Background: an optimization exercise with open tools, aiming at small area, a short achievable clock period and few clock cycles per item. Do not read the settings as production practice. Where RTL was checked, it was by simulation tests only, not by an equivalence proof against the original. For run 7, only the layout was checked, not whether the RTL still works. Power and IR drop assume default switching activity.

===== design/flow/flow/run.sh =====
#!/bin/bash
# Standard layout, with the port buffers that buffer_ports inserts made
# sky130_fd_sc_hd__buf_1 (the resizer may still size them up) instead of the
# delay cell it picks by default. Every port still gets its own buffer.
set -euo pipefail
echo 'export BUFFER_PORTS_ARGS = -buffer_cell sky130_fd_sc_hd__buf_1' >> config.mk
bash standard.sh > standard_flow.log 2>&1

===== design/flow/standard.sh =====
#!/bin/bash
# synth_recipe.tcl (not shown) runs the flow's synth.tcl, then flattens the netlist and writes it again
# the make line also repeats each setting of config.mk as NAME=value (left out here)
make -C /OpenROAD-flow-scripts/flow DESIGN_CONFIG=/design/flow/config.mk WORK_HOME=/design/flow/orfs CLKGATE_MAP_FILE= SYNTH_SCRIPT=/design/flow/synth_recipe.tcl "${@:-finish}"

===== design/flow/config.mk =====
export PLATFORM = sky130hd
export DESIGN_NAME = bcmseq
export DESIGN_NICKNAME = bcmseq
export VERILOG_FILES = /design/flow/design.v
export SDC_FILE = /design/flow/constraint.sdc
export NUM_CORES = 4
export LEC_CHECK = 0
export ABC_AREA = 1
export CAP_MARGIN = 20
export CORE_MARGIN = 2
export CORE_UTILIZATION = 50
export CTS_BUF_LIST = sky130_fd_sc_hd__clkbuf_8
export CTS_CLUSTER_SIZE = 20
export SETUP_SLACK_MARGIN = 3.8
export SLEW_MARGIN = 20
export BUFFER_PORTS_ARGS = -buffer_cell sky130_fd_sc_hd__buf_1

===== design/flow/constraint.sdc =====
create_clock -name core_clock -period 6.0 [get_ports {clk}]
set_input_delay 1.2000 -clock core_clock [delete_from_list [all_inputs] [get_ports {clk}]]
set_output_delay 1.2000 -clock core_clock [all_outputs]
set_load 0.01 [all_outputs]

===== design/flow/design.v =====
module bcmseq #(
    parameter [15:0] BASE_LOOP_TICKS = 16'd8,
    parameter [15:0] CALL_OVERHEAD   = 16'd2,
    parameter [15:0] FIRST_INTERVAL  = 16'd100
) (
    input  wire        clk,
    input  wire        rst,
    input  wire        cmd_valid,
    input  wire [51:0] cmd,
    output reg         cmd_ready,
    output reg         rsp_valid,
    output wire [7:0]  rsp,
    input  wire [1:0]  rot,
    output reg         hm_en,
    output reg         hm_we,
    output reg  [10:0] hm_addr,
    output wire [7:0]  hm_wdata,
    input  wire [7:0]  hm_rdata,
    output reg         sm_en,
    output reg  [10:0] sm_addr,
    input  wire [7:0]  sm_rdata,
    output reg         tmr_load,
    output wire [15:0] tmr_period,
    output reg         tmr_stop,
    input  wire        tmr_expire,
    output reg         p_blank,
    output reg         p_lat,
    output reg         p_clk,
    output reg  [3:0]  p_addr,
    output reg  [5:0]  p_data
);
    localparam [3:0] OP_BEGIN    = 4'h1,
                     OP_STOP     = 4'h2,
                     OP_SETPIXEL = 4'h3,
                     OP_SWAPREQ  = 4'h4,
                     OP_RDSTAT   = 4'h5,
                     OP_COPYFWD  = 4'h6,
                     OP_BUFRD    = 4'h7,
                     OP_BUFWR    = 4'h8;
    localparam [15:0] BC2  = BASE_LOOP_TICKS + {CALL_OVERHEAD[14:0], 1'b0};
    localparam [15:0] DUR0 = BC2 - CALL_OVERHEAD;
    localparam [15:0] DUR1 = {BC2[14:0], 1'b0} - CALL_OVERHEAD;
    localparam [15:0] DUR2 = {BC2[13:0], 2'b0} - CALL_OVERHEAD;
    localparam [15:0] DUR3 = {BC2[12:0], 3'b0} - CALL_OVERHEAD;
    function [4:0] band_hi(input [2:0] r, input [1:0] b);
        begin
            case ({r, b})
                5'b000_00: band_hi = 5'd0;   5'b000_01: band_hi = 5'd1;   5'b000_10: band_hi = 5'd2;   5'b000_11: band_hi = 5'd3;
                5'b001_00: band_hi = 5'd3;   5'b001_01: band_hi = 5'd4;   5'b001_10: band_hi = 5'd5;   5'b001_11: band_hi = 5'd6;
                5'b010_00: band_hi = 5'd6;   5'b010_01: band_hi = 5'd7;   5'b010_10: band_hi = 5'd8;   5'b010_11: band_hi = 5'd9;
                5'b011_00: band_hi = 5'd9;   5'b011_01: band_hi = 5'd10;  5'b011_10: band_hi = 5'd11;  5'b011_11: band_hi = 5'd12;
                5'b100_00: band_hi = 5'd12;  5'b100_01: band_hi = 5'd13;  5'b100_10: band_hi = 5'd14;  5'b100_11: band_hi = 5'd15;
                5'b101_00: band_hi = 5'd15;  5'b101_01: band_hi = 5'd16;  5'b101_10: band_hi = 5'd17;  5'b101_11: band_hi = 5'd18;
                5'b110_00: band_hi = 5'd18;  5'b110_01: band_hi = 5'd19;  5'b110_10: band_hi = 5'd20;  5'b110_11: band_hi = 5'd21;
                5'b111_00: band_hi = 5'd21;  5'b111_01: band_hi = 5'd22;  5'b111_10: band_hi = 5'd23;  default:   band_hi = 5'd0;
            endcase
        end
    endfunction
    reg        active;
    reg        pending;      
    reg        swapreq;
    reg        back;         
    reg [1:0]  plane;        
    reg [2:0]  row;
    reg        h_idle;
    reg        st_pa, st_fill, st_rd, st_cp, st_wr, st_stop;
    reg        bot;          
    reg        is_px, is_cp;
    reg [1:0]  k;            
    reg [2:0]  p1, p2, p3;   
    reg        r0, g0, b0;   
    reg [7:0]  d;            
    reg [10:0] ha;           
    reg        run;          
    reg        go;           
    reg        sh;           
    reg        fz;           
    reg        bor;          
    reg        f0;           
    reg        p0;           
    reg        ok;           
    reg [1:0]  t32;          
    reg [6:1]  tp;           
    wire        accept = cmd_valid & cmd_ready;
    wire [3:0]  op     = cmd[51:48];
    wire [15:0] cx     = cmd[47:32];
    wire [15:0] cy     = cmd[31:16];
    wire [15:0] cc     = cmd[15:0];
    wire op_begin = (op == OP_BEGIN);
    wire op_stop  = (op == OP_STOP);
    wire op_px    = (op == OP_SETPIXEL);
    wire op_swap  = (op == OP_SWAPREQ);
    wire op_stat  = (op == OP_RDSTAT);
    wire op_copy  = (op == OP_COPYFWD);
    wire op_bufrd = (op == OP_BUFRD);
    wire op_bufwr = (op == OP_BUFWR);
    wire in_range = rot[0] ? (~|cx[15:4] & ~|cy[15:5])
                           : (~|cx[15:5] & ~|cy[15:4]);
    reg [4:0] rx;
    reg [3:0] ry;
    always @(*) begin
        rx = (rot[0] ? cy[4:0] : cx[4:0]) ^ {5{rot[1] ^ rot[0]}};
        ry = (rot[0] ? cx[3:0] : cy[3:0]) ^ {4{rot[1]}};
    end
    wire [9:0] off      = ha[9:0];
    wire       off_last = (off == 10'd767);
    wire       cy5 = is_px | (&off[4:0]);
    wire [9:0] cy_off = {cy5 & (&off[8:5]), cy5 & (&off[7:5]), cy5 & (&off[6:5]), cy5 & off[5], cy5,
                         ~is_px & (&off[3:0]), ~is_px & (&off[2:0]), ~is_px & (&off[1:0]),
                         ~is_px & off[0], ~is_px};
    wire [9:0] off_inc = off ^ cy_off;
    reg [7:0] mg;
    always @(*) begin
        mg = hm_rdata;
        if (is_px) begin
            case (k)
                2'd0: if (!bot) mg[4:2] = p1;
                      else begin mg[7:5] = p1; mg[1:0] = {b0, g0}; end
                2'd1: if (!bot) begin mg[4:2] = p2; mg[0] = b0; end
                      else begin mg[7:5] = p2; mg[1] = r0; end
                default: if (!bot) begin mg[4:2] = p3; mg[1:0] = {g0, r0}; end
                      else mg[7:5] = p3;
            endcase
        end
    end
    assign hm_wdata = d;
    assign rsp      = d;
    wire go_fill   = st_fill & ~bor;
    wire go_rd     = st_rd & ~bor;
    wire go_wr     = st_wr & ~bor;
    wire wr_done   = is_cp ? off_last : (~is_px | k[1]);
    wire fill_done = go_fill & off_last & (ha[10] ^ back);
    wire [4:0] c        = sm_addr[4:0];
    wire       c31      = &c;
    wire       dec      = run & c31 & ~p0;                  
    wire       dpos     = run & c31 & p0;                   
    wire       wrap     = run & (c == 5'd1) & ~p0;          
    wire       stop_acc = accept & op_stop;
    wire       take     = pending & active & (dec | (~run & ~cmd_ready));
    reg        n_pa, n_fill, n_rd, n_cp, n_wr, n_stop, n_busy;
    always @(*) begin
        n_pa   = 1'b0;
        n_fill = st_fill & ~fill_done;
        n_stop = st_stop & run;
        n_rd   = (st_rd & bor) | (go_wr & ~wr_done) | st_pa;
        n_cp   = go_rd;
        n_wr   = (st_wr & bor) | (st_cp & (is_px | is_cp));
        n_busy = n_fill | n_rd | n_cp | n_wr | n_stop;
        if (accept) begin
            n_pa   = op_px;
            n_fill = op_begin;
            n_stop = op_stop;
            n_rd   = op_copy | op_bufrd;
            n_wr   = op_bufwr;
        end
    end
    wire n_idle = ~accept & ~n_busy;
    wire n_fz   = (run & (c == 5'd30) & p0) | (~run & pending & active) |
                  (fz & ~p_lat & ~((dec | ~run) & ~take));
    wire n_run  = take | (run & ~(wrap & ~go));
    reg [10:0] n_ha;
    always @(*) begin
        n_ha = ha;
        if (h_idle) begin
            n_ha = {back ^ op_copy, op_px ? {2'b0, ry[2:0], rx} : cx[9:0]};
        end else if (st_pa) begin
            n_ha[9:5] = band_hi(ha[7:5], 2'd0);
        end else begin
            if (go_fill | ((go_rd | go_wr) & is_cp))
                n_ha[10] = ~ha[10];
            if ((go_fill & (ha[10] ^ back)) | go_wr)
                n_ha[9:0] = off_inc;
        end
    end
    wire       adv   = dpos & go;
    wire       wrap3 = (plane == 2'd3);
    wire       fswap = wrap3 & (&row) & swapreq;
    wire       swap  = adv & fswap;
    wire [1:0] plane_a = {plane[1] ^ plane[0], ~plane[0]};
    wire [2:0] row_a   = wrap3 ? row ^ {&row[1:0], row[0], 1'b1} : row;
    reg [1:0]  n_plane;
    reg [2:0]  n_row;
    reg        n_back;
    always @(*) begin
        n_plane = adv ? plane_a : plane;
        n_row   = adv ? row_a : row;
        n_back  = back ^ swap;
        if (fill_done) begin
            n_plane = 2'd3;
            n_row   = 3'd7;
            n_back  = 1'b0;
        end
    end
    function [1:0] band_of(input [1:0] pl, input nx_p0);
        case (pl)
            2'd0:    band_of = {1'b0, nx_p0};
            2'd1:    band_of = 2'd0;
            2'd2:    band_of = 2'd1;
            default: band_of = 2'd2;
        endcase
    endfunction
    wire [1:0] sa_band = adv ? plane : band_of(plane, ~p0);
    wire [4:0] c_inc   = c ^ {&c[3:0], &c[2:0], &c[1:0], c[0], 1'b1};
    wire [4:0] n_c     = ~run ? 5'd31 : (p0 ? c_inc : c);
    wire n_bor = run & ~p0 & (plane == 2'd0);
    reg [6:2] n_tp;
    always @(*) begin
        if (!active) n_tp = FIRST_INTERVAL[6:2];
        else case (plane)                   
            2'd1:    n_tp = DUR0[6:2];
            2'd2:    n_tp = DUR1[6:2];
            2'd3:    n_tp = DUR2[6:2];
            default: n_tp = DUR3[6:2];
        endcase
    end
    assign tmr_period = {9'd0, tp, 1'b0};
    always @(posedge clk) begin
        ha <= n_ha;
        if (h_idle) begin
            d       <= {cc[7:1], cc[0] | (swapreq & op[2])};
            p1      <= {cc[2], cc[8],  cc[13]};
            p2      <= {cc[3], cc[9],  cc[14]};
            p3      <= {cc[4], cc[10], cc[15]};
            r0      <= cc[12];
            g0      <= cc[7];
            b0      <= cc[1];
            bot     <= ry[3];
            k       <= 2'd0;
            ok      <= ~op_px | in_range;
            is_px   <= op_px;
            is_cp   <= op_copy;
        end else begin
            if (st_cp)
                d <= mg;
            if (go_wr)
                k <= {k[0], ~k[1] & ~k[0]};
        end
        hm_addr <= n_bor ? {~back, band_hi(row, 2'd2), c} : n_ha;
        if (rst) begin
            h_idle    <= 1'b1;
            st_pa     <= 1'b0;
            st_fill   <= 1'b0;
            st_rd     <= 1'b0;
            st_cp     <= 1'b0;
            st_wr     <= 1'b0;
            st_stop   <= 1'b0;
            bor       <= 1'b0;
            hm_en     <= 1'b0;
            hm_we     <= 1'b0;
            cmd_ready <= 1'b1;
            rsp_valid <= 1'b0;
            tmr_stop  <= 1'b0;
        end else begin
            h_idle    <= n_idle;
            st_pa     <= n_pa;
            st_fill   <= n_fill;
            st_rd     <= n_rd;
            st_cp     <= n_cp;
            st_wr     <= n_wr;
            st_stop   <= n_stop;
            bor       <= n_bor;
            hm_en     <= n_bor | n_fill | n_rd | n_wr;
            hm_we     <= ~n_bor & (n_fill | (n_wr & (h_idle | ok)));
            cmd_ready <= n_idle & ~n_fz;
            rsp_valid <= (accept & op_stat) | (st_cp & ~is_px & ~is_cp);
            tmr_stop  <= st_stop & ~run;
        end
        t32 <= sm_rdata[1:0];
        f0  <= (plane == 2'd0);
        if (!p0)
            p_data <= f0 ? {t32, sm_rdata[1:0], hm_rdata[1:0]} : sm_rdata[7:2];
        p0      <= ~run | ~p0;
        plane   <= n_plane;
        row     <= n_row;
        back    <= n_back;
        sm_addr <= {~(back ^ swap), band_hi(row, sa_band), n_c};
        tp      <= {n_tp, active};
        if (!run)
            sh <= 1'b0;
        else if (wrap)
            sh <= 1'b1;
        if (take)
            go <= 1'b1;
        else if (dec)
            go <= 1'b0;
        pending <= (pending | tmr_expire) & ~take & ~(accept & op_begin);
        if (swap | fill_done)
            swapreq <= 1'b0;
        else if (accept & op_swap)
            swapreq <= 1'b1;
        if (rst) begin
            run      <= 1'b0;
            sm_en    <= 1'b0;
            fz       <= 1'b0;
            active   <= 1'b0;
            p_blank  <= 1'b1;
            p_lat    <= 1'b0;
            p_clk    <= 1'b0;
            p_addr   <= 4'd0;
            tmr_load <= 1'b0;
        end else begin
            run   <= n_run;
            sm_en <= 1'b1;           
            fz    <= n_fz;
            if (fill_done)
                active <= 1'b1;
            else if (stop_acc)
                active <= 1'b0;
            if (dec | take)
                p_blank <= 1'b1;
            else if (p_lat)
                p_blank <= 1'b0;
            p_lat    <= wrap & go;
            tmr_load <= (wrap & go) | (accept & op_begin);
            p_clk    <= run & sh & p0;
            if (fill_done)
                p_addr <= 4'd0;
            else if (dpos & sh)
                p_addr <= {1'b0, row};
        end
    end
endmodule

==> impl_metrics.tcl, run 1 <==
set metrics [dict create \
    status "timing/DRC/antenna clean" \
    min-delay-path-class "register to register" \
    critPathMaxStageDelay_ns 0.43 \
    seq_area_frac_synth_pct 46.0 \
    critPathCaptureType "primary output" \
    ys_top_cells_by_count "153 x nand2_1, 80 x inv_1, 79 x dfxtp_1, 69 x o21ai_0, 56 x nor2_1" \
    cp_cell_sequence "clkbuf_2" \
    rows 37 \
    p_leak_nw 2.69 \
    drt_iter0_drc 262 \
    syn_inst 683 \
    synth_area_per_cell_um2 7.90 \
    critPathBufInv 1 \
    dr.pass1.iters 4 \
    ys_ff_latch 109 \
    drv_cap 0 \
    final_nets 900 \
    synth_top_area_share_pct 29.3 \
    initial_utilization_pct 51.8 \
    grt_max_degree 38 \
    fin_tns_setup_ns 0 \
    ys_types 44 \
    path_class "register to primary output" \
    p_comb_share_pct 17.2 \
    ios 148 \
    portBuffers 135 \
    dpl.cell_count 929 \
    fin_crit_sh_pct 36.1 \
    wl_per_cell_um 13.8 \
    rsz0062_at_grt "true" \
    ys_top_cells_by_area "dfxtp_1 29%, edfxtp_1 17%, nand2_1 11%, o21ai_0 6.4%, inv_1 5.6%" \
    antenna_found_initial 0 \
    cts.sinks 109 \
    die_x_um 108 \
    core_mm2 0.0104 \
    worstMarginPinSlew_ns 0.720 \
    clockRootBuffer "clkbuf_8" \
    grt_pass1_vias 4412 \
    cts.clk_slew.worst_paths_ns 0.10 \
    dp_hpwl_mm 9.88 \
    power_density_mw_per_mm2 252 \
    vias 4816 \
    grt_pass1_wl_mm 21.0 \
    drt-vias-per-instance 5.08 \
    fmax_mhz 462 \
    switchingPower_uw 455 \
    pwr-share-clk_pct 28.0 \
    dieArea_mm2 0.0116 \
    async_flop_share_pct 0 \
    final_layout_size_suffix_gt1_share_pct 7.76 \
    cts_tree "done" \
    cp_top_family "flip-flops" \
    clock_skew_ns 0.0134 \
    grt.overflow.total 0 \
    final_util_pct 59.2 \
    totalWireLength_mm 13.1 \
    synth_enable_flop_cells 30 \
    clk_latency_ns 0.39 \
    syn_to_final_growth_pct 14.3 \
    power_mw 1.55 \
    yosysMostFrequentCell "nand2_1" \
    ys.warnings.count 1 \
    clock_path_buffers 2 \
    seqPwrFrac_pct 54.8 \
    startpoint_type "register" \
    crit_arrival_ns 0.96 \
    syn-cell-area_mm2 0.00539 \
    track_usage_pct 23.1 \
    drc_errors 0 \
    n_antenna_cell 0 \
    antenna_left 0 \
    irDropWorstVdd_mv 0.175 \
    gp_congestion 0.890 \
    max_slew_margin_pct 52.0 \
    required_ns 4.80 \
    ys.flop_type "dfxtp_1" \
    dieHeight_um 108 \
    synth.largest_area_cell "dfxtp_1" \
    stdcell_count 948 \
    p_int_mw 1.10 \
    p_sw_share_pct 29.3 \
    htree_levels 3 \
    fillCellCount 984 \
    period_minus_slack_ns 2.16 \
    worstPathMaxFanout 2 \
    hold_violations 0 \
    final-max-slew-violation-count 0 \
    crit_slowest_cell "edfxtp_1" \
    numCtsBuffers 9 \
    setup_viol 0 \
]
## worst paths after layout
path / start / end / slack (ns) / cells past startpoint
worst max-delay path: d[0]$_DFFE_PP_ / hm_wdata[0] / 3.84 / 1
worst min register to register: st_stop$_SDFF_PP0_ / tmr_stop$_SDFF_PP0_ / 0.45 / 2
worst max register to register: sm_addr[0]$_SDFFE_PN1P_ / sm_addr[6]$_DFF_P_ / 3.96 / 11
worst min-delay path: st_stop$_SDFF_PP0_ / tmr_stop$_SDFF_PP0_ / 0.45 / 2
## routing by layer
layer	part of all wire, %	track usage [%]	up-vias
met4	1.2	5.95	0
met5	0	0	-
met3	5.6	5.75	16
li1	-	-	2459
met1	47	30.4	2172
met2	46	37.9	169
## power groups by stage
stage                     logic [mW]  registers, mW  clock network, mW
after floorplan                0.181          0.869                  0
after global placement         0.254          0.866                  0
after detailed placement       0.259          0.867                  0
after CTS                      0.263          0.851              0.446
after global routing           0.305          0.859              0.473
final                          0.266          0.851              0.435
## flip-flops by register name, summed over array words and instances (netlist names), 2 cells and up
register / count
sm_addr: 11
d: 8
p_addr: 3
tp: 6
p3: 3
t32: 2
plane: 2
p_data: 6
hm_addr: 11
row: 3
p1: 3
p2: 3
k: 2
ha: 11
## placed cells by master, fill, tap and decap left out, types with 2 or more instances in the layout
cell type,instances
nand2_1,153
buf_1,126
inv_1,81
dfxtp_1,74
o21ai_0,69
nor2_1,55
nand3_1,38
a21oi_1,32
edfxtp_1,30
ha_1,18
conb_1,11
xor2_1,10
clkbuf_8,9
nor3_1,8
nand4_1,7
o211ai_1,7
nor4_1,7
clkbuf_2,7
dfxtp_2,5
nor2_4,4
nand2_2,4
inv_2,4
mux2_2,4
buf_4,4
o22ai_1,3
a31oi_1,3
o221ai_1,3
nand3_4,2
nor2_2,2
a22oi_1,2
nand3b_1,2
clkinv_2,2
buf_2,2
## metrics by stage
stage	hold WS, ns	cell area [um2]	setup slack, ns
2_1_floorplan	0.412	5440	3.82
3_3_place_gp	0.439	5900	2.99
3_5_place_dp	0.432	5900	3.00
4_1_cts	0.447	6110	3.80
5_1_grt	0.478	6170	3.78
6_report	0.448	6170	3.84
## cell type report
class | instances | area (um2) | area share [%]
tap | 136 | 170 | 2.76
multi-input combinational | 463 | 2450 | 39.7
clock buffer | 9 | 124 | 2.01
clock inverter | 7 | 58.8 | 0.954
timing repair buffer | 139 | 548 | 8.89
inverter | 85 | 329 | 5.34
sequential | 109 | 2490 | 40.4
## kinds of logic after synthesis
kind of cell             after synthesis  share of synthesized area, %
adder cells (fa/ha/maj)               19                          4.41
flip-flops                           109                          46.0
other                                  1                        0.0695
multiplexers                           4                         0.835
AO/OA/AOI/OAI                        130                          13.5
AND/OR/NAND/NOR                      287                          23.2
XOR/XNOR                              12                          1.95
buffers and inverters                121                          10.1
## repair_timing
item	4_1_cts	5_1_grt
resized for setup	11	14
setup buffers	0	3
setup endpoints to repair	24	20
hold buffers	0	0
pin swaps	0	1
Testbench counts, summed over its fixed seeds: cycles 49,192, ticks 768.
==> inputs of run 2 (changes only) <==
--- a/design/flow/config.mk
+++ b/design/flow/config.mk
@@ -8,9 +8,10 @@
 export ABC_AREA = 1
 export CAP_MARGIN = 20
 export CORE_MARGIN = 2
-export CORE_UTILIZATION = 50
+export CORE_UTILIZATION = 40
 export CTS_BUF_LIST = sky130_fd_sc_hd__clkbuf_8
 export CTS_CLUSTER_SIZE = 20
+export PLACE_DENSITY = 0.7
 export SETUP_SLACK_MARGIN = 3.8
 export SLEW_MARGIN = 20
 export BUFFER_PORTS_ARGS = -buffer_cell sky130_fd_sc_hd__buf_1
==> impl_metrics.tcl, run 2 <==
set metrics [dict create \
    status "timing/DRC/antenna clean" \
    largestRegisters "ha: 11 flops, hm_addr: 11 flops, sm_addr: 11 flops" \
    wl_per_cell_um 12.8 \
    critPathCaptureType "primary output" \
    antenna_left 0 \
    setup_ws_ns 3.86 \
    ys_types 44 \
    dpl.cell_count 969 \
    critPathMaxStageDelay_ns 0.39 \
    p_comb_share_pct 17.0 \
    drc_errors 0 \
    vias 4795 \
    fin_tns_setup_ns 0 \
    fin_area_mm2 0.00621 \
    worstPathMaxFanout 3 \
    r2r_slack_ns 3.96 \
    drt_iter0_drc 311 \
    layout.cells.most_common "nand2_1" \
    whs_ns 0.450 \
    clock_path_buffers 2 \
    clock_skew_ns 0.0207 \
    p_leak_nw 2.67 \
    dp_hpwl_mm 9.67 \
    portBuffers 135 \
    totalWireLength_mm 12.7 \
    dieHeight_um 120 \
    worstMarginPinSlew_ns 0.681 \
    rsz0062_at_grt "true" \
    cts_tree "done" \
    seqPwrFrac_pct 55.5 \
    setup_viol 0 \
    startpoint_type "register" \
    path_class "register to primary output" \
    r2r_end "back$_SDFF_PP0_" \
    place_ws_ns 3.06 \
    seq_area_frac_synth_pct 46.0 \
    min_delay_path_depth 2 \
    ios 148 \
    grt.overflow.total 0 \
    core_mm2 0.0132 \
    max_slew_margin_pct 54.6 \
    drt-vias-per-instance 4.85 \
    synth.largest_area_cell "dfxtp_1" \
    track_usage_pct 17.8 \
    switchingPower_uw 468 \
    final_layout_size_suffix_gt1_share_pct 7.02 \
    ys_top_cells_by_area "dfxtp_1 29%, edfxtp_1 17%, nand2_1 11%, o21ai_0 6.4%, inv_1 5.6%" \
    htree_levels 3 \
    final-max-slew-violation-count 0 \
    final_util_pct 47.1 \
    fmax_mhz 467 \
    cp_top_family "flip-flops" \
    irDropWorstVdd_mv 0.143 \
    clockRootBuffer "clkbuf_8" \
    ys_top_cells_by_count "153 x nand2_1, 80 x inv_1, 79 x dfxtp_1, 69 x o21ai_0, 56 x nor2_1" \
    hold_violations 0 \
    register_area_mm2 0.00249 \
    cts.sinks 109 \
    pwr-share-clk_pct 27.5 \
    async_flop_share_pct 0 \
    grt_pass1_vias 4267 \
    gp_congestion 0.852 \
    syn_to_final_growth_pct 15.1 \
    numCtsBuffers 9 \
    r2r_start "sm_addr[0]$_SDFFE_PN1P_" \
    grt_pass1_wl_mm 20.3 \
    ys.warnings.count 1 \
    placed_cell_area_mm2 0.00595 \
    layout_common_cells "153 x nand2_1, 132 x buf_1, 79 x inv_1, 74 x dfxtp_1, 68 x o21ai_0" \
    synth_area_per_cell_um2 7.90 \
    fillCellCount 1320 \
    antenna_found_initial 0 \
    yosysMostFrequentCell "nand2_1" \
    rows 42 \
    period_minus_slack_ns 2.14 \
    ys.flop_type "dfxtp_1" \
    syn-cell-area_mm2 0.00539 \
    initial_utilization_pct 40.9 \
    min_to "tmr_stop$_SDFF_PP0_" \
    crit_arrival_ns 0.94 \
    syn_inst 683 \
    critPathBufInv 1 \
    synth_top_area_share_pct 29.3 \
    dr.pass1.iters 6 \
    power_mw 1.53 \
    die_x_um 120 \
    power_density_mw_per_mm2 247 \
    crit_slowest_cell "dfxtp_1" \
    cts.clk_slew.worst_paths_ns 0.12 \
    stdcell_count 988 \
    p_int_mw 1.07 \
    p_sw_share_pct 30.5 \
    ys_ff_latch 109 \
    multiInputGateArea_mm2 0.00244 \
    grt_max_degree 38 \
    ff2ff_path_depth 9 \
    drv_cap 0 \
    min-delay-path-class "register to register" \
    final_nets 900 \
    ctsHoldBuffers 0 \
    min-delay-start "st_stop$_SDFF_PP0_" \
    cp_cell_sequence "buf_1" \
    fin_crit_sh_pct 35.7 \
    clk_latency_ns 0.39 \
    n_antenna_cell 0 \
    dieArea_mm2 0.0144 \
    required_ns 4.80 \
    synth_enable_flop_cells 30 \
]
-- run 2: cell counts after synthesis --
Identical to the previous run, type by type.
-- run 2: layer usage --
layer  part of all wire [%]  vias to the layer above  global-route usage (%)
li1                       -                     2478                       -
met1                     48                     2126                    25.7
met2                     43                      179                    27.1
met3                    7.2                       12                    3.33
met4                    1.4                        0                    5.51
met5                      0                        -                       0
-- run 2: power by group through the flow --
| stage | sequential, mW | combinational (mW) | clock (mW) |
|---|---|---|---|
| floorplan | 0.869 | 0.181 | 0 |
| global placement | 0.867 | 0.251 | 0 |
| detailed placement | 0.867 | 0.254 | 0 |
| CTS | 0.852 | 0.257 | 0.436 |
| global route | 0.860 | 0.300 | 0.463 |
| finish | 0.852 | 0.261 | 0.422 |
-- run 2: logic make-up (layout without fill, tap and decap cells) --
kind of cell | Yosys count | after routing | synth area share, %
AO/OA/AOI/OAI | 130 | 130 | 13.5
other | 1 | 11 | 0.0695
adder cells (fa/ha/maj) | 19 | 19 | 4.41
flip-flops | 109 | 109 | 46.0
multiplexers | 4 | 4 | 0.835
XOR/XNOR | 12 | 12 | 1.95
buffers and inverters | 121 | 240 | 10.1
AND/OR/NAND/NOR | 287 | 287 | 23.2
-- run 2: repair_timing --
action                                 CTS  global route
setup buffers                            0             3
setup endpoints to repair               22            14
resized for setup                        9            10
endpoints found under the hold margin    0             0
pin swaps                                0             5
-- run 2: layout make-up --
class,instances,area share (%)
clock inverter,7,0.867
multi-input combinational,463,39.3
clock buffer,9,2.00
inverter,85,5.26
tap,176,3.55
sequential,109,40.1
timing repair buffer,139,8.91
-- run 2: worst max path at each step --
stage / start / to / slack, ns / depth (start not counted)
after global routing: cmd[50] / hm_addr[10]$_DFF_P_ / 3.77 / 8
after detailed placement: cmd[51] / hm_addr[4]$_DFF_P_ / 3.06 / 9
final: cmd_ready$_SDFF_PP1_ / cmd_ready / 3.86 / 1
after global placement: cmd[51] / hm_addr[4]$_DFF_P_ / 3.07 / 9
after floorplan: cmd[51] / hm_addr[6]$_DFF_P_ / 3.82 / 9
after CTS: sm_addr[1]$_SDFFE_PN1P_ / sm_addr[1] / 3.82 / 1
-- run 2: tightest hold or removal path, stage by stage (launching register included) --
cell	delay (ns)
dfxtp_1	0.33
nand2_1	0.06
nor2_1	0.03
==> inputs of run 3 (changes only) <==
--- a/design/flow/config.mk
+++ b/design/flow/config.mk
@@ -10,8 +10,8 @@
 export CORE_MARGIN = 2
 export CORE_UTILIZATION = 40
 export CTS_BUF_LIST = sky130_fd_sc_hd__clkbuf_8
+export CTS_CLUSTER_DIAMETER = 40
 export CTS_CLUSTER_SIZE = 20
-export PLACE_DENSITY = 0.7
 export SETUP_SLACK_MARGIN = 3.8
 export SLEW_MARGIN = 20
 export BUFFER_PORTS_ARGS = -buffer_cell sky130_fd_sc_hd__buf_1
==> impl_metrics.tcl, run 3 <==
set metrics [dict create \
    status "timing/DRC/antenna clean" \
    min-delay-start "st_stop$_SDFF_PP0_" \
    ys.warnings.count 1 \
    drt_iter0_drc 270 \
    drt-vias-per-instance 5.00 \
    crit_path_end "sm_addr[1]" \
    setup_viol 0 \
    die_x_um 120 \
    stdcell_count 985 \
    rows 42 \
    placed_cell_area_mm2 0.00595 \
    wl_per_cell_um 13.9 \
    fin_area_mm2 0.00619 \
    power_density_mw_per_mm2 248 \
    clock_skew_ns 0.0114 \
    clockRootBuffer "clkbuf_8" \
    ys_ff_latch 109 \
    r2r_end "sm_addr[6]$_DFF_P_" \
    clock_path_buffers 2 \
    layout_common_cells "153 x nand2_1, 129 x buf_1, 79 x inv_1, 74 x dfxtp_1, 69 x o21ai_0" \
    cts.clk_slew.worst_paths_ns 0.11 \
    antenna_found_initial 0 \
    critPathCaptureType "primary output" \
    layout.cells.most_common "nand2_1" \
    final_nets 897 \
    max_slew_margin_pct 52.6 \
    seq_area_frac_synth_pct 46.0 \
    fillCellCount 1367 \
    synth_top_area_share_pct 29.3 \
    fin_tns_setup_ns 0 \
    worst-path-stages 1 \
    r2r_slack_ns 4.00 \
    track_usage_pct 19.1 \
    worstMarginPinSlew_ns 0.710 \
    ys_top_cells_by_count "153 x nand2_1, 80 x inv_1, 79 x dfxtp_1, 69 x o21ai_0, 56 x nor2_1" \
    ff2ff_path_depth 11 \
    synth.largest_area_cell "dfxtp_1" \
    dr.pass1.iters 5 \
    cp_top_family "flip-flops" \
    grt_pass1_vias 4660 \
    drc_errors 0 \
    vias 4923 \
    syn_to_final_growth_pct 14.8 \
    crit_arrival_ns 0.95 \
    core_mm2 0.0132 \
    worstPathMaxFanout 5 \
    dieHeight_um 120 \
    final_layout_size_suffix_gt1_share_pct 7.17 \
    antenna_left 0 \
    ys.flop_type "dfxtp_1" \
    gp_congestion 0.905 \
    critPathBufInv 1 \
    largestRegisters "ha: 11 flops, hm_addr: 11 flops, sm_addr: 11 flops" \
    crit_slowest_cell "dfxtp_2" \
    setup_ws_ns 3.85 \
    dieArea_mm2 0.0144 \
    cts.sinks 109 \
    htree_levels 3 \
    irDropWorstVdd_mv 0.161 \
    hold_violations 0 \
    critPathMaxStageDelay_ns 0.39 \
    place_ws_ns 3.00 \
    fmax_mhz 465 \
    syn_inst 683 \
    fin_crit_sh_pct 35.8 \
    syn-cell-area_mm2 0.00539 \
    post_cts_buffers 0 \
    grt_pass1_wl_mm 21.9 \
    ys_types 44 \
    drv_cap 0 \
    dp_hpwl_mm 10.4 \
    startpoint "sm_addr[1]$_SDFFE_PN1P_" \
    min-delay-path-class "register to register" \
    r2r_start "sm_addr[1]$_SDFFE_PN1P_" \
    clk_latency_ns 0.39 \
    ios 148 \
    grt_max_degree 38 \
    path_class "register to primary output" \
    period_minus_slack_ns 2.15 \
    cts_tree "done" \
    numCtsBuffers 9 \
    required_ns 4.80 \
    synth_area_per_cell_um2 7.90 \
    startpoint_type "register" \
    synth_enable_flop_cells 30 \
    totalWireLength_mm 13.7 \
    power_mw 1.54 \
    grt.overflow.total 0 \
    yosysMostFrequentCell "nand2_1" \
    ctsHoldBuffers 0 \
    portBuffers 135 \
    async_flop_share_pct 0 \
    final-max-slew-violation-count 0 \
    p_leak_nw 2.67 \
    n_antenna_cell 0 \
    dpl.cell_count 969 \
    initial_utilization_pct 40.9 \
    rsz0062_at_grt "true" \
    cp_cell_sequence "buf_1" \
    ys_top_cells_by_area "dfxtp_1 29%, edfxtp_1 17%, nand2_1 11%, o21ai_0 6.4%, inv_1 5.6%" \
]
run 3: cell counts after synthesis:
No cell type changed its count.
run 3: worst min-delay path by stage:
stage / end / slack, ns / cells after the start
5_1_grt: tmr_stop$_SDFF_PP0_ / 0.50 / 2
3_5_place_dp: st_cp$_SDFF_PP0_ / 0.45 / 2
2_1_floorplan: tp[1]$_DFF_P_ / 0.41 / 0
4_1_cts: st_cp$_SDFF_PP0_ / 0.47 / 2
3_3_place_gp: st_cp$_SDFF_PP0_ / 0.45 / 2
6_report: tmr_stop$_SDFF_PP0_ / 0.47 / 2
run 3: routing by layer:
metal | share of wire [%] | GRT usage (%) | wire, um
met1 | 43 | 23.6 | 5880
met5 | 0 | 0 | 0
met4 | 1.1 | 4.85 | 154
met2 | 50 | 33.3 | 6870
met3 | 6.0 | 4.90 | 819
run 3: logic make-up (layout without fill, tap and decap cells):
kind of cell | Yosys count | in the layout | synth area share [%]
buffers and inverters | 121 | 237 | 10.1
muxes | 4 | 4 | 0.835
DFF | 109 | 109 | 46.0
xor gates and xnor gates | 12 | 12 | 1.95
other | 1 | 11 | 0.0695
and+or+nand+nor | 287 | 287 | 23.2
AOI/OAI and AO/OA | 130 | 130 | 13.5
adders and majority gates | 19 | 19 | 4.41
run 3: what timing repair did:
action,in CTS,in global routing
endpoints found under the setup margin,23,20
pin swaps,0,1
gates resized for setup,10,13
run 3: through the flow:
step                hold WS [ns]  util, %
floorplan                  0.412        -
global placement           0.452     45.1
detailed placement         0.453     45.1
CTS                        0.469     46.7
global route               0.496     47.0
finish                     0.466     47.0
run 3: area by class of cell:
type / count / area, um2 / share of cell area, %
repair buffers: 136 / 522 / 8.42
multi-input cells: 463 / 2450 / 39.5
well taps: 176 / 220 / 3.56
flip-flops and latches: 109 / 2490 / 40.3
clock buffers: 10 / 138 / 2.22
clock inverters: 6 / 42.5 / 0.687
inverters: 85 / 329 / 5.31
run 3: power by group:
| group | switching, mW | internal, mW |
|---|---|---|
| registers | 0.0395 | 0.812 |
| clock network | 0.254 | 0.165 |
| logic | 0.171 | 0.0957 |
==> inputs of run 4 (changes only) <==
--- a/design/flow/config.mk
+++ b/design/flow/config.mk
@@ -10,7 +10,6 @@
 export CORE_MARGIN = 2
 export CORE_UTILIZATION = 40
 export CTS_BUF_LIST = sky130_fd_sc_hd__clkbuf_8
-export CTS_CLUSTER_DIAMETER = 40
 export CTS_CLUSTER_SIZE = 20
 export SETUP_SLACK_MARGIN = 3.8
 export SLEW_MARGIN = 20
==> impl_metrics.tcl, run 4 <==
set metrics [dict create \
    htree_levels 3 \
    fillCellCount 1367 \
    die_x_um 120 \
    critPathCaptureType "primary output" \
    ys.warnings.count 1 \
    fin_tns_setup_ns 0 \
    period_minus_slack_ns 2.15 \
    final-max-slew-violation-count 0 \
    ctsHoldBuffers 0 \
    layout.cells.most_common "nand2_1" \
    dr.pass1.iters 5 \
    numCtsBuffers 9 \
    dieHeight_um 120 \
    place_ws_ns 3.00 \
    totalWireLength_mm 13.7 \
    drc_errors 0 \
    async_flop_share_pct 0 \
    ys.flop_type "dfxtp_1" \
    crit_arrival_ns 0.95 \
    dpl.cell_count 969 \
    ios 148 \
    drv_cap 0 \
    required_ns 4.80 \
    drt_iter0_drc 270 \
    path_class "register to primary output" \
    crit_slowest_cell "dfxtp_2" \
    vias 4923 \
    grt_pass1_vias 4660 \
    ys_top_cells_by_area "dfxtp_1 29%, edfxtp_1 17%, nand2_1 11%, o21ai_0 6.4%, inv_1 5.6%" \
    final_layout_size_suffix_gt1_share_pct 7.17 \
    core_mm2 0.0132 \
    synth_top_area_share_pct 29.3 \
    power_mw 1.54 \
    stdcell_count 985 \
    cp_top_family "flip-flops" \
    yosysMostFrequentCell "nand2_1" \
    drt-vias-per-instance 5.00 \
    whs_ns 0.466 \
    ys_types 44 \
    n_antenna_cell 0 \
    synth_enable_flop_cells 30 \
    p_leak_nw 2.67 \
    final_nets 897 \
    initial_utilization_pct 40.9 \
    fin_area_mm2 0.00619 \
    post_cts_buffers 0 \
    cp_cell_sequence "buf_1" \
    track_usage_pct 19.1 \
    cts.clk_slew.worst_paths_ns 0.11 \
    setup_ws_ns 3.85 \
    synth.largest_area_cell "dfxtp_1" \
    cts_tree "done" \
    dp_hpwl_mm 10.4 \
    setup_viol 0 \
    wl_per_cell_um 13.9 \
    min-delay-path-class "register to register" \
    portBuffers 135 \
    power_density_mw_per_mm2 248 \
    synth_area_per_cell_um2 7.90 \
    hold_violations 0 \
    clock_skew_ns 0.0114 \
    seq_area_frac_synth_pct 46.0 \
    grt_pass1_wl_mm 21.9 \
    antenna_left 0 \
    ys_top_cells_by_count "153 x nand2_1, 80 x inv_1, 79 x dfxtp_1, 69 x o21ai_0, 56 x nor2_1" \
    status "timing/DRC/antenna clean" \
    critPathMaxStageDelay_ns 0.39 \
    irDropWorstVdd_mv 0.161 \
    cts.sinks 109 \
    fmax_mhz 465 \
    layout_common_cells "153 x nand2_1, 129 x buf_1, 79 x inv_1, 74 x dfxtp_1, 69 x o21ai_0" \
    critPathBufInv 1 \
    placed_cell_area_mm2 0.00595 \
    worstMarginPinSlew_ns 0.710 \
    largestRegisters "ha: 11 flops, hm_addr: 11 flops, sm_addr: 11 flops" \
    rows 42 \
    ys_ff_latch 109 \
    antenna_found_initial 0 \
    syn_inst 683 \
    syn_to_final_growth_pct 14.8 \
    syn-cell-area_mm2 0.00539 \
    clock_path_buffers 2 \
    final_util_pct 47.0 \
    gp_congestion 0.905 \
    clk_latency_ns 0.39 \
    grt.overflow.total 0 \
    dieArea_mm2 0.0144 \
    fin_crit_sh_pct 35.8 \
    grt_max_degree 38 \
    clockRootBuffer "clkbuf_8" \
    startpoint_type "register" \
    max_slew_margin_pct 52.6 \
    worstPathMaxFanout 5 \
    rsz0062_at_grt "true" \
]
## run 4: cell counts after synthesis
Identical to the previous run, type by type.
## run 4: worst paths after layout
kind | slack (ns) | depth (start not counted) | startpoint | endpoint
max | 3.85 | 1 | sm_addr[1]$_SDFFE_PN1P_ | sm_addr[1]
max reg2reg | 4.00 | 11 | sm_addr[1]$_SDFFE_PN1P_ | sm_addr[6]$_DFF_P_
min reg2reg | 0.47 | 2 | st_stop$_SDFF_PP0_ | tmr_stop$_SDFF_PP0_
min | 0.47 | 2 | st_stop$_SDFF_PP0_ | tmr_stop$_SDFF_PP0_
## run 4: per-layer routing
metal	wire length, um	global-route usage [%]
met5	0	0
met4	154	4.85
met3	819	4.90
met2	6870	33.3
met1	5880	23.6
## run 4: kinds of logic (layout without fill, tap and decap cells)
kind of cell               after synthesis  after routing  share of synthesized area [%]
and+or+nand+nor                        287            287                           23.2
AOI/OAI and AO/OA                      130            130                           13.5
buffers and inverters                  121            237                           10.1
DFF                                    109            109                           46.0
adders and majority gates               19             19                           4.41
xor gates and xnor gates                12             12                           1.95
muxes                                    4              4                          0.835
other                                    1             11                         0.0695
## run 4: area by class of cell
cell class	instances	area (um2)	share of cell area (%)
flip-flops and latches	109	2490	40.3
multi-input cells	463	2450	39.5
repair buffers	136	522	8.42
inverters	85	329	5.31
well taps	176	220	3.56
clock buffers	10	138	2.22
clock inverters	6	42.5	0.687
## run 4: repair_timing
action,in CTS,in global routing
resized for setup,10,13
setup endpoints to repair,23,20
pin swaps,0,1
hold endpoints to repair,0,0
## run 4: report_power, final
part / leakage [nW] / internal (mW) / switching [mW]
logic: 1.62 / 0.0957 / 0.171
registers: 0.948 / 0.812 / 0.0395
clock network: 0.0974 / 0.165 / 0.254
total: 2.67 / 1.07 / 0.464
==> inputs of run 5 (changes only) <==
--- a/design/flow/config.mk
+++ b/design/flow/config.mk
@@ -6,6 +6,7 @@
 export NUM_CORES = 4
 export LEC_CHECK = 0
 export ABC_AREA = 1
+export ABC_CLOCK_PERIOD_IN_PS = 2100
 export CAP_MARGIN = 20
 export CORE_MARGIN = 2
 export CORE_UTILIZATION = 40
==> impl_metrics.tcl, run 5 <==
set metrics [dict create \
    ys_types 44 \
    pwr-share-clk_pct 27.3 \
    synth_area_per_cell_um2 7.90 \
    cts_tree "done" \
    period_minus_slack_ns 2.15 \
    final_nets 897 \
    synthSimpleGateAreaFrac_pct 23.2 \
    ys.warnings.count 1 \
    cp_top_family "flip-flops" \
    dieArea_mm2 0.0144 \
    gp_congestion 0.905 \
    grt.overflow.total 0 \
    totalWireLength_mm 13.7 \
    power_density_mw_per_mm2 248 \
    syn_to_final_growth_pct 14.8 \
    layout_common_cells "153 x nand2_1, 129 x buf_1, 79 x inv_1, 74 x dfxtp_1, 69 x o21ai_0" \
    numCtsBuffers 9 \
    critPathCaptureType "primary output" \
    ys_top_cells_by_count "153 x nand2_1, 80 x inv_1, 79 x dfxtp_1, 69 x o21ai_0, 56 x nor2_1" \
    status "timing/DRC/antenna clean" \
    synth_enable_flop_cells 30 \
    p_leak_nw 2.67 \
    dp_hpwl_mm 10.4 \
    dpl.cell_count 969 \
    synthXorXnorAreaFrac_pct 1.95 \
    hold_violations 0 \
    drt-vias-per-instance 5.00 \
    track_usage_pct 19.1 \
    die_x_um 120 \
    stdcell_count 985 \
    syn_inst 683 \
    placed_cell_area_mm2 0.00595 \
    clock_skew_ns 0.0114 \
    ys_ff_latch 109 \
    muxShareOfSynthArea_pct 0.835 \
    grt_max_degree 38 \
    final_util_pct 47.0 \
    clk_latency_ns 0.39 \
    rsz0062_at_grt "true" \
    yosysMostFrequentCell "nand2_1" \
    seq_area_frac_synth_pct 46.0 \
    antenna_found_initial 0 \
    syn-cell-area_mm2 0.00539 \
    irDropWorstVdd_mv 0.161 \
    post_cts_buffers 0 \
    layout.cells.most_common "nand2_1" \
    path_class "register to primary output" \
    htree_levels 3 \
    drc_errors 0 \
    fin_tns_setup_ns 0 \
    p_sw_share_pct 30.2 \
    core_mm2 0.0132 \
    synth.largest_area_cell "dfxtp_1" \
    synthAdderAreaFrac_pct 4.41 \
    p_comb_share_pct 17.3 \
    worstMarginPinSlew_ns 0.710 \
    synth_top_area_share_pct 29.3 \
    dr.pass1.iters 5 \
    ios 148 \
    switchingPower_uw 464 \
    largestRegisters "ha: 11 flops, hm_addr: 11 flops, sm_addr: 11 flops" \
    drt_iter0_drc 270 \
    crit_slowest_cell "dfxtp_2" \
    critPathBufInv 1 \
    initial_utilization_pct 40.9 \
    seqPwrFrac_pct 55.4 \
    wl_per_cell_um 13.9 \
    grt_pass1_vias 4660 \
    rows 42 \
    clock_path_buffers 2 \
    n_antenna_cell 0 \
    cts.sinks 109 \
    ctsHoldBuffers 0 \
    fin_crit_sh_pct 35.8 \
    setup_viol 0 \
    required_ns 4.80 \
    multiInputGateArea_mm2 0.00245 \
    final_layout_size_suffix_gt1_share_pct 7.17 \
    startpoint_type "register" \
    clockRootBuffer "clkbuf_8" \
    fillCellCount 1367 \
    ys.flop_type "dfxtp_1" \
    synth_top_family_by_area "simple AND/OR/NAND/NOR gates" \
    fin_area_mm2 0.00619 \
    p_int_mw 1.07 \
    antenna_left 0 \
    cp_cell_sequence "buf_1" \
    whs_ns 0.466 \
    fmax_mhz 465 \
    cts.clk_slew.worst_paths_ns 0.11 \
    crit_arrival_ns 0.95 \
    final-max-slew-violation-count 0 \
    synth_compound_area_share_pct 13.5 \
    critPathMaxStageDelay_ns 0.39 \
    ys_top_cells_by_area "dfxtp_1 29%, edfxtp_1 17%, nand2_1 11%, o21ai_0 6.4%, inv_1 5.6%" \
    drv_cap 0 \
    vias 4923 \
    dieHeight_um 120 \
    grt_pass1_wl_mm 21.9 \
    portBuffers 135 \
    async_flop_share_pct 0 \
    min-delay-path-class "register to register" \
    worstPathMaxFanout 5 \
    register_area_mm2 0.00249 \
    max_slew_margin_pct 52.6 \
]
[run 5: area by class of cell]
class | count | area share (%)
Sequential cell | 109 | 40.3
Multi-Input combinational cell | 463 | 39.5
Timing Repair Buffer | 136 | 8.42
Inverter | 85 | 5.31
Tap cell | 176 | 3.56
Clock buffer | 10 | 2.22
Clock inverter | 6 | 0.687
[run 5: path summary, 6_finish.rpt]
| check | startpoint | end | slack [ns] | cells past startpoint |
|---|---|---|---|---|
| hold reg to reg | st_stop$_SDFF_PP0_ | tmr_stop$_SDFF_PP0_ | 0.47 | 2 |
| setup reg to reg | sm_addr[1]$_SDFFE_PN1P_ | sm_addr[6]$_DFF_P_ | 4.00 | 11 |
| hold / removal | st_stop$_SDFF_PP0_ | tmr_stop$_SDFF_PP0_ | 0.47 | 2 |
| setup / recovery | sm_addr[1]$_SDFFE_PN1P_ | sm_addr[1] | 3.85 | 1 |
[run 5: timing repair]
| item | in CTS | in global routing |
|---|---|---|
| endpoints found under the setup margin | 23 | 20 |
| pin swaps | 0 | 1 |
| resized for setup | 10 | 13 |
| endpoints found under the hold margin | 0 | 0 |
[run 5: power by group through the flow]
stage	combinational, mW	sequential (mW)	clock (mW)
global placement	0.255	0.867	0
floorplan	0.181	0.869	0
finish	0.266	0.852	0.419
global route	0.302	0.860	0.462
detailed placement	0.260	0.868	0
CTS	0.264	0.853	0.433
[run 5: metrics by stage]
stage | power (mW) | worst slack [ns]
2_1_floorplan | 1.05 | 3.82
3_3_place_gp | 1.12 | 3.02
3_5_place_dp | 1.13 | 3.00
4_1_cts | 1.55 | 3.81
5_1_grt | 1.62 | 3.76
6_report | 1.54 | 3.85
[run 5: worst reg2reg max path: cells and delay by family (launching register included)]
kind,cells,cell delay (ns)
fa+ha+maj,3,0.64
simple gates,4,0.49
flops,1,0.39
buf+inv,2,0.19
compound gates,2,0.19
[run 5: cell families after synthesis]
family,count (synthesis)
AND/OR/NAND/NOR,287
AO/OA/AOI/OAI,130
flip-flops,109
adder cells (fa/ha/maj),19
XOR/XNOR,12
other,1
buffers and inverters,121
multiplexers,4
[run 5: layer usage]
metal | part of all wire (%) | global-route usage, % | vias to the layer above
li1 | - | - | 2460
met1 | 43 | 23.6 | 2303
met2 | 50 | 33.3 | 147
met3 | 6.0 | 4.90 | 13
met4 | 1.1 | 4.85 | 0
met5 | 0 | 0 | -
==> inputs of run 6 (changes only) <==
--- a/design/flow/config.mk
+++ b/design/flow/config.mk
@@ -6,11 +6,10 @@
 export NUM_CORES = 4
 export LEC_CHECK = 0
 export ABC_AREA = 1
-export ABC_CLOCK_PERIOD_IN_PS = 2100
 export CAP_MARGIN = 20
 export CORE_MARGIN = 2
 export CORE_UTILIZATION = 40
-export CTS_BUF_LIST = sky130_fd_sc_hd__clkbuf_8
+export CTS_BUF_LIST = sky130_fd_sc_hd__clkbuf_8 sky130_fd_sc_hd__clkbuf_16
 export CTS_CLUSTER_SIZE = 20
 export SETUP_SLACK_MARGIN = 3.8
 export SLEW_MARGIN = 20
==> impl_metrics.tcl, run 6 <==
set metrics [dict create \
    grtUsageMet2_pct 33.3 \
    critPathCaptureType "primary output" \
    ff2ff_path_depth 10 \
    initial_utilization_pct 40.9 \
    final-max-slew-violation-count 0 \
    r2r_end "sm_addr[6]$_DFF_P_" \
    grt.overflow.total 0 \
    clockRootBuffer "clkbuf_16" \
    htree_levels 3 \
    grt_pass1_vias 4653 \
    numCtsBuffers 9 \
    layout_common_cells "153 x nand2_1, 132 x buf_1, 79 x inv_1, 75 x dfxtp_1, 68 x o21ai_0" \
    status "timing/DRC/antenna clean" \
    final_layout_size_suffix_gt1_share_pct 7.02 \
    layout.cells.most_common "nand2_1" \
    p_leak_nw 2.72 \
    irDropWorstVdd_mv 0.176 \
    final_nets 900 \
    hold_violations 0 \
    syn_inst 683 \
    track_usage_pct 19.2 \
    ios 148 \
    core_mm2 0.0132 \
    grt_max_degree 38 \
    power_mw 1.69 \
    seq_area_frac_synth_pct 46.0 \
    fmax_mhz 465 \
    min-delay-start "st_stop$_SDFF_PP0_" \
    cts.clk_slew.worst_paths_ns 0.07 \
    cts_tree "done" \
    worstPathMaxFanout 4 \
    n_antenna_cell 0 \
    worstMarginPinSlew_ns 0.707 \
    min_to "tmr_stop$_SDFF_PP0_" \
    gp_congestion 0.905 \
    grtUsageMet3_pct 4.90 \
    cp_top_family "flip-flops" \
    rows 42 \
    dr.pass1.iters 5 \
    required_ns 4.80 \
    async_flop_share_pct 0 \
    dp_hpwl_mm 10.4 \
    syn-cell-area_mm2 0.00539 \
    path_class "register to primary output" \
    crit_arrival_ns 0.95 \
    setup_viol 0 \
    multiInputGateArea_mm2 0.00246 \
    period_minus_slack_ns 2.15 \
    ys_top_cells_by_area "dfxtp_1 29%, edfxtp_1 17%, nand2_1 11%, o21ai_0 6.4%, inv_1 5.6%" \
    clock_path_buffers 2 \
    r2r_slack_ns 4.00 \
    wl_per_cell_um 14.0 \
    drc_errors 0 \
    vias 4911 \
    synth_area_per_cell_um2 7.90 \
    yosysMostFrequentCell "nand2_1" \
    cts.sinks 109 \
    dieArea_mm2 0.0144 \
    dieHeight_um 120 \
    grt-busiest-layer "met2" \
    critPathMaxStageDelay_ns 0.40 \
    die_x_um 120 \
    r2r_start "sm_addr[0]$_SDFFE_PN1P_" \
    portBuffers 135 \
    synth.largest_area_cell "dfxtp_1" \
    ctsHoldBuffers 0 \
    min_delay_path_depth 2 \
    drt-vias-per-instance 4.97 \
    synth_top_area_share_pct 29.3 \
    ys_top_cells_by_count "153 x nand2_1, 80 x inv_1, 79 x dfxtp_1, 69 x o21ai_0, 56 x nor2_1" \
    antenna_left 0 \
    critPathBufInv 1 \
    ys.flop_type "dfxtp_1" \
    grt_pass1_wl_mm 22.0 \
    fin_crit_sh_pct 35.8 \
    syn_to_final_growth_pct 17.2 \
    max_slew_margin_pct 52.8 \
    crit_slowest_cell "dfxtp_1" \
    gr-usage-met1_pct 23.6 \
    fin_tns_setup_ns 0 \
    place_ws_ns 3.00 \
    ys_ff_latch 109 \
    min-delay-path-class "register to register" \
    antenna_found_initial 0 \
    power_density_mw_per_mm2 267 \
    totalWireLength_mm 13.8 \
    fillCellCount 1351 \
    clock_skew_ns 0.00910 \
    startpoint_type "register" \
    cp_cell_sequence "buf_1" \
    ys.warnings.count 1 \
    largestRegisters "ha: 11 flops, hm_addr: 11 flops, sm_addr: 11 flops" \
    drv_cap 0 \
    synth_enable_flop_cells 30 \
    clk_latency_ns 0.36 \
    rsz0062_at_grt "true" \
    setup_ws_ns 3.85 \
    ys_types 44 \
    drt_iter0_drc 308 \
    register_area_mm2 0.00249 \
]
-- run 6: cell counts after synthesis --
Identical to the previous run, type by type.
-- run 6: worst max path at each step --
stage                                 start                 end  slack, ns  depth (start not counted)
floorplan                           cmd[51]  hm_addr[6]$_DFF_P_       3.82                          9
global placement                    cmd[50]  hm_addr[0]$_DFF_P_       3.02                          8
detailed placement                  cmd[51]  hm_addr[0]$_DFF_P_       3.00                          8
CTS                 sm_addr[0]$_SDFFE_PN1P_          sm_addr[0]       3.81                          1
global route                        cmd[50]  hm_addr[0]$_DFF_P_       3.79                          8
finish              sm_addr[2]$_SDFFE_PN1P_          sm_addr[2]       3.85                          1
-- run 6: logic make-up (layout without fill, tap and decap cells) --
kind of cell,after synthesis,count (layout),share of synthesized area [%]
compound gates,130,130,13.5
xor+xnor,12,12,1.95
fa+ha+maj,19,19,4.41
buf+inv,121,240,10.1
flops,109,109,46.0
mux,4,4,0.835
other cells,1,11,0.0695
simple gates,287,287,23.2
-- run 6: tightest hold or removal path: cells and delay by family (launching register included) --
family           cells  cell delay (ns)
flip-flops           1             0.32
AND/OR/NAND/NOR      2             0.11
-- run 6: cell type report --
class / instances / share of cell area [%]
repair buffers: 139 / 8.59
well taps: 176 / 3.48
inverters: 85 / 5.21
flip-flops and latches: 109 / 39.4
clock inverters: 6 / 0.673
clock buffers: 10 / 3.78
multi-input cells: 463 / 38.9
-- run 6: timing repair --
action / 4_1_cts / 5_1_grt
pin swaps: 0 / 3
setup buffers: 0 / 3
resized for setup: 8 / 12
setup endpoints to repair: 20 / 17
-- run 6: metal layers --
metal	share of wire (%)	vias to the layer above
met1	43	2282
met2	50	146
met3	6.0	13
met5	0	-
li1	-	2470
met4	1.2	0
-- run 6: power by group --
part	internal [mW]	leakage [nW]	switching (mW)	total (mW)
Clock	0.296	0.144	0.271	0.567
Sequential	0.813	0.947	0.0398	0.853
Combinational	0.0975	1.63	0.171	0.269
Total	1.21	2.72	0.483	1.69
-- run 6: per-stage QoR --
| step | cells | utilization (%) | hold slack [ns] | instance area [um2] |
|---|---|---|---|---|
| 5_1_grt | 988 | 47.9 | 0.491 | 6320 |
| 4_1_cts | 985 | 47.4 | 0.465 | 6260 |
| 3_3_place_gp | 969 | 45.1 | 0.452 | 5950 |
| 3_5_place_dp | 969 | 45.1 | 0.453 | 5950 |
| 2_1_floorplan | 693 | - | 0.412 | 5440 |
| 6_report | 988 | 47.9 | 0.463 | 6320 |
==> inputs of run 7 (changes only) <==
--- a/design/flow/design.v
+++ b/design/flow/design.v
@@ -78,9 +78,8 @@
     reg        bor;          
     reg        f0;           
     reg        p0;           
-    reg        ok;           
     reg [1:0]  t32;          
-    reg [6:1]  tp;           
+    reg [6:2]  tp;           
     wire        accept = cmd_valid & cmd_ready;
     wire [3:0]  op     = cmd[51:48];
     wire [15:0] cx     = cmd[47:32];
@@ -147,7 +146,7 @@
         n_wr   = (st_wr & bor) | (st_cp & (is_px | is_cp));
         n_busy = n_fill | n_rd | n_cp | n_wr | n_stop;
         if (accept) begin
-            n_pa   = op_px;
+            n_pa   = op_px & in_range;      
             n_fill = op_begin;
             n_stop = op_stop;
             n_rd   = op_copy | op_bufrd;
@@ -213,7 +212,7 @@
             default: n_tp = DUR3[6:2];
         endcase
     end
-    assign tmr_period = {9'd0, tp, 1'b0};
+    assign tmr_period = {9'd0, tp, sh, 1'b0};
     always @(posedge clk) begin
         ha <= n_ha;
         if (h_idle) begin
@@ -226,7 +225,6 @@
             b0      <= cc[1];
             bot     <= ry[3];
             k       <= 2'd0;
-            ok      <= ~op_px | in_range;
             is_px   <= op_px;
             is_cp   <= op_copy;
         end else begin
@@ -260,7 +258,7 @@
             st_stop   <= n_stop;
             bor       <= n_bor;
             hm_en     <= n_bor | n_fill | n_rd | n_wr;
-            hm_we     <= ~n_bor & (n_fill | (n_wr & (h_idle | ok)));
+            hm_we     <= ~n_bor & (n_fill | n_wr);
             cmd_ready <= n_idle & ~n_fz;
             rsp_valid <= (accept & op_stat) | (st_cp & ~is_px & ~is_cp);
             tmr_stop  <= st_stop & ~run;
@@ -274,7 +272,7 @@
         row     <= n_row;
         back    <= n_back;
         sm_addr <= {~(back ^ swap), band_hi(row, sa_band), n_c};
-        tp      <= {n_tp, active};
+        tp      <= n_tp;
         if (!run)
             sh <= 1'b0;
         else if (wrap)
--- a/design/flow/config.mk
+++ b/design/flow/config.mk
@@ -9,7 +9,7 @@
 export CAP_MARGIN = 20
 export CORE_MARGIN = 2
 export CORE_UTILIZATION = 40
-export CTS_BUF_LIST = sky130_fd_sc_hd__clkbuf_8 sky130_fd_sc_hd__clkbuf_16
+export CTS_BUF_LIST = sky130_fd_sc_hd__clkbuf_8
 export CTS_CLUSTER_SIZE = 20
 export SETUP_SLACK_MARGIN = 3.8
 export SLEW_MARGIN = 20
==> impl_metrics.tcl, run 7 <==
set metrics [dict create \
    dr.pass1.iters 5 \
    period_minus_slack_ns 2.18 \
    synthXorXnorAreaFrac_pct 1.94 \
    yosysMostFrequentCell "nand2_1" \
    cts.clk_slew.worst_paths_ns 0.10 \
    ys.warnings.count 1 \
    dieArea_mm2 0.0143 \
    grt_pass1_wl_mm 20.9 \
    critPathCaptureType "primary output" \
    p_sw_share_pct 30.4 \
    setup_viol 0 \
    ios 148 \
    layout_common_cells "147 x nand2_1, 129 x buf_1, 73 x inv_1, 72 x o21ai_0, 72 x dfxtp_1" \
    seq_area_frac_synth_pct 45.4 \
    pwr-share-clk_pct 27.7 \
    final_layout_size_suffix_gt1_share_pct 7.76 \
    critPathBufInv 1 \
    fmax_mhz 460 \
    p_leak_nw 2.65 \
    vias 4878 \
    n_antenna_cell 0 \
    crit_slowest_cell "dfxtp_2" \
    ys_top_cells_by_area "dfxtp_1 29%, edfxtp_1 16%, nand2_1 10%, o21ai_0 6.7%, inv_1 5.0%" \
    syn_inst 684 \
    fin_tns_setup_ns 0 \
    syn_to_final_growth_pct 15.7 \
    synth_enable_flop_cells 29 \
    placed_cell_area_mm2 0.00590 \
    p_comb_share_pct 19.1 \
    grt_max_degree 40 \
    hold_violations 0 \
    largestRegisters "ha: 11 flops, hm_addr: 11 flops, sm_addr: 11 flops" \
    clock_path_buffers 2 \
    grt.overflow.total 0 \
    core_mm2 0.0131 \
    fillCellCount 1360 \
    cp_top_family "flip-flops" \
    critPathMaxStageDelay_ns 0.41 \
    drv_cap 0 \
    ys_ff_latch 107 \
    cts.sinks 107 \
    min-delay-path-class "register to register" \
    portBuffers 135 \
    ctsHoldBuffers 0 \
    max_slew_margin_pct 58.7 \
    synth_top_area_share_pct 29.2 \
    antenna_left 0 \
    required_ns 4.80 \
    drc_errors 0 \
    status "timing/DRC/antenna clean" \
    startpoint_type "register" \
    worstMarginPinSlew_ns 0.617 \
    antenna_found_initial 0 \
    synth.largest_area_cell "dfxtp_1" \
    final-max-slew-violation-count 0 \
    grt_pass1_vias 4579 \
    muxShareOfSynthArea_pct 0.841 \
    multiInputGateArea_mm2 0.00248 \
    ys_types 44 \
    initial_utilization_pct 40.8 \
    rows 42 \
    synth_top_family_by_area "simple AND/OR/NAND/NOR gates" \
    layout.cells.most_common "nand2_1" \
    irDropWorstVdd_mv 0.145 \
    path_class "register to primary output" \
    power_density_mw_per_mm2 257 \
    synth_compound_area_share_pct 13.8 \
    register_area_mm2 0.00244 \
    synthAdderAreaFrac_pct 4.44 \
    dp_hpwl_mm 10.1 \
    track_usage_pct 18.5 \
    rsz0062_at_grt "true" \
    power_mw 1.59 \
    dieHeight_um 120 \
    worstPathMaxFanout 5 \
    cp_cell_sequence "buf_1" \
    crit_arrival_ns 0.98 \
    wl_per_cell_um 13.4 \
    syn-cell-area_mm2 0.00536 \
    fin_crit_sh_pct 36.3 \
    cts_tree "done" \
    final_util_pct 47.2 \
    drt_iter0_drc 359 \
    synthSimpleGateAreaFrac_pct 23.5 \
    totalWireLength_mm 13.2 \
    final_nets 900 \
    clk_latency_ns 0.39 \
    async_flop_share_pct 0 \
    drt-vias-per-instance 4.94 \
    p_int_mw 1.11 \
    clock_skew_ns 0.0178 \
    seqPwrFrac_pct 53.2 \
    synth_area_per_cell_um2 7.83 \
    clockRootBuffer "clkbuf_8" \
    gp_congestion 0.906 \
    die_x_um 120 \
    fin_area_mm2 0.00620 \
    ys.flop_type "dfxtp_1" \
    numCtsBuffers 9 \
    htree_levels 3 \
    ys_top_cells_by_count "147 x nand2_1, 78 x dfxtp_1, 72 x o21ai_0, 71 x inv_1, 59 x nor2_1" \
    switchingPower_uw 484 \
]
-- run 7: final timing paths --
kind | from | end | depth (start not counted) | slack (ns)
max | sm_addr[4]$_SDFFE_PN1P_ | sm_addr[4] | 1 | 3.82
min | st_stop$_SDFF_PP0_ | tmr_stop$_SDFF_PP0_ | 2 | 0.45
max reg2reg | is_px$_DFFE_PP_ | hm_addr[0]$_DFF_P_ | 6 | 3.93
min reg2reg | st_stop$_SDFF_PP0_ | tmr_stop$_SDFF_PP0_ | 2 | 0.45
-- run 7: cells by family after synthesis --
logic type,count (synthesis)
multiplexers,4
AND/OR/NAND/NOR,289
buffers and inverters,118
adder cells (fa/ha/maj),19
flip-flops,107
other,1
XOR/XNOR,11
AO/OA/AOI/OAI,135
-- run 7: repair_timing --
action | CTS | global route
setup endpoints to repair | 27 | 17
cloned | 0 | 0
buffers inserted | 0 | 3
resized for setup | 13 | 13
pin swaps | 0 | 1
-- run 7: power by group through the flow --
stage | clock network [mW] | registers [mW] | logic [mW]
after floorplan | 0 | 0.864 | 0.203
after global placement | 0 | 0.863 | 0.282
after detailed placement | 0 | 0.864 | 0.288
after CTS | 0.454 | 0.848 | 0.293
after global routing | 0.487 | 0.854 | 0.341
final | 0.441 | 0.846 | 0.303
-- run 7: through the flow --
stage / hold slack, ns / setup WS [ns] / std cells
6_report: 0.455 / 3.82 / 988
5_1_grt: 0.481 / 3.77 / 988
4_1_cts: 0.460 / 3.80 / 985
3_5_place_dp: 0.446 / 3.00 / 969
3_3_place_gp: 0.441 / 3.04 / 969
2_1_floorplan: 0.419 / 3.85 / 694
-- run 7: routing by layer --
layer / track usage [%] / part of all wire [%] / vias to the layer above
li1: - / - / 2476
met1: 22.9 / 44 / 2220
met2: 31.1 / 47 / 166
met3: 5.32 / 6.7 / 16
met4: 5.81 / 1.7 / 0
met5: 0 / 0 / -
-- run 7: layout make-up --
class,instances,share of cell area (%)
Clock buffer,9,2.00
Inverter,81,5.15
Multi-Input combinational cell,469,40.0
Timing Repair Buffer,139,8.78
Sequential cell,107,39.4
Tap cell,176,3.55
Clock inverter,7,1.13

[separate check: timing with driven ports]
How much do the figures lean on ideal ports? The routed layouts below were timed once more, with nothing changed but the port constraints. Step 1 assumes that a clkbuf_16 drives the clock port and a buf_2 every other input. Step 2 moves the port delays by t, midway between the first and last clock arrival at a register: inputs arrive t later, outputs are due t later. That takes back most of the time a late clock gives input paths. a / b / c = no drivers / after step 1 / after step 2; a / b = the first two.
| run | shift t [ns] | setup WS [ns] | worst setup path at the end |
|---|---|---|---|
| run 1 | 0.417 | 3.835 / 3.801 / 3.485 | input to register |
| run 2 | 0.411 | 3.860 / 3.829 / 3.540 | input to register |
| run 3 | 0.414 | 3.851 / 3.817 / 3.495 | input to register |
| run 4 | 0.414 | 3.851 / 3.817 / 3.495 | input to register |
| run 5 | 0.414 | 3.851 / 3.817 / 3.495 | input to register |
| run 6 | 0.387 | 3.851 / 3.812 / 3.507 | input to register |
| run 7 | 0.422 | 3.825 / 3.788 / 3.490 | input to register |
After both steps every run listed still meets setup and hold.
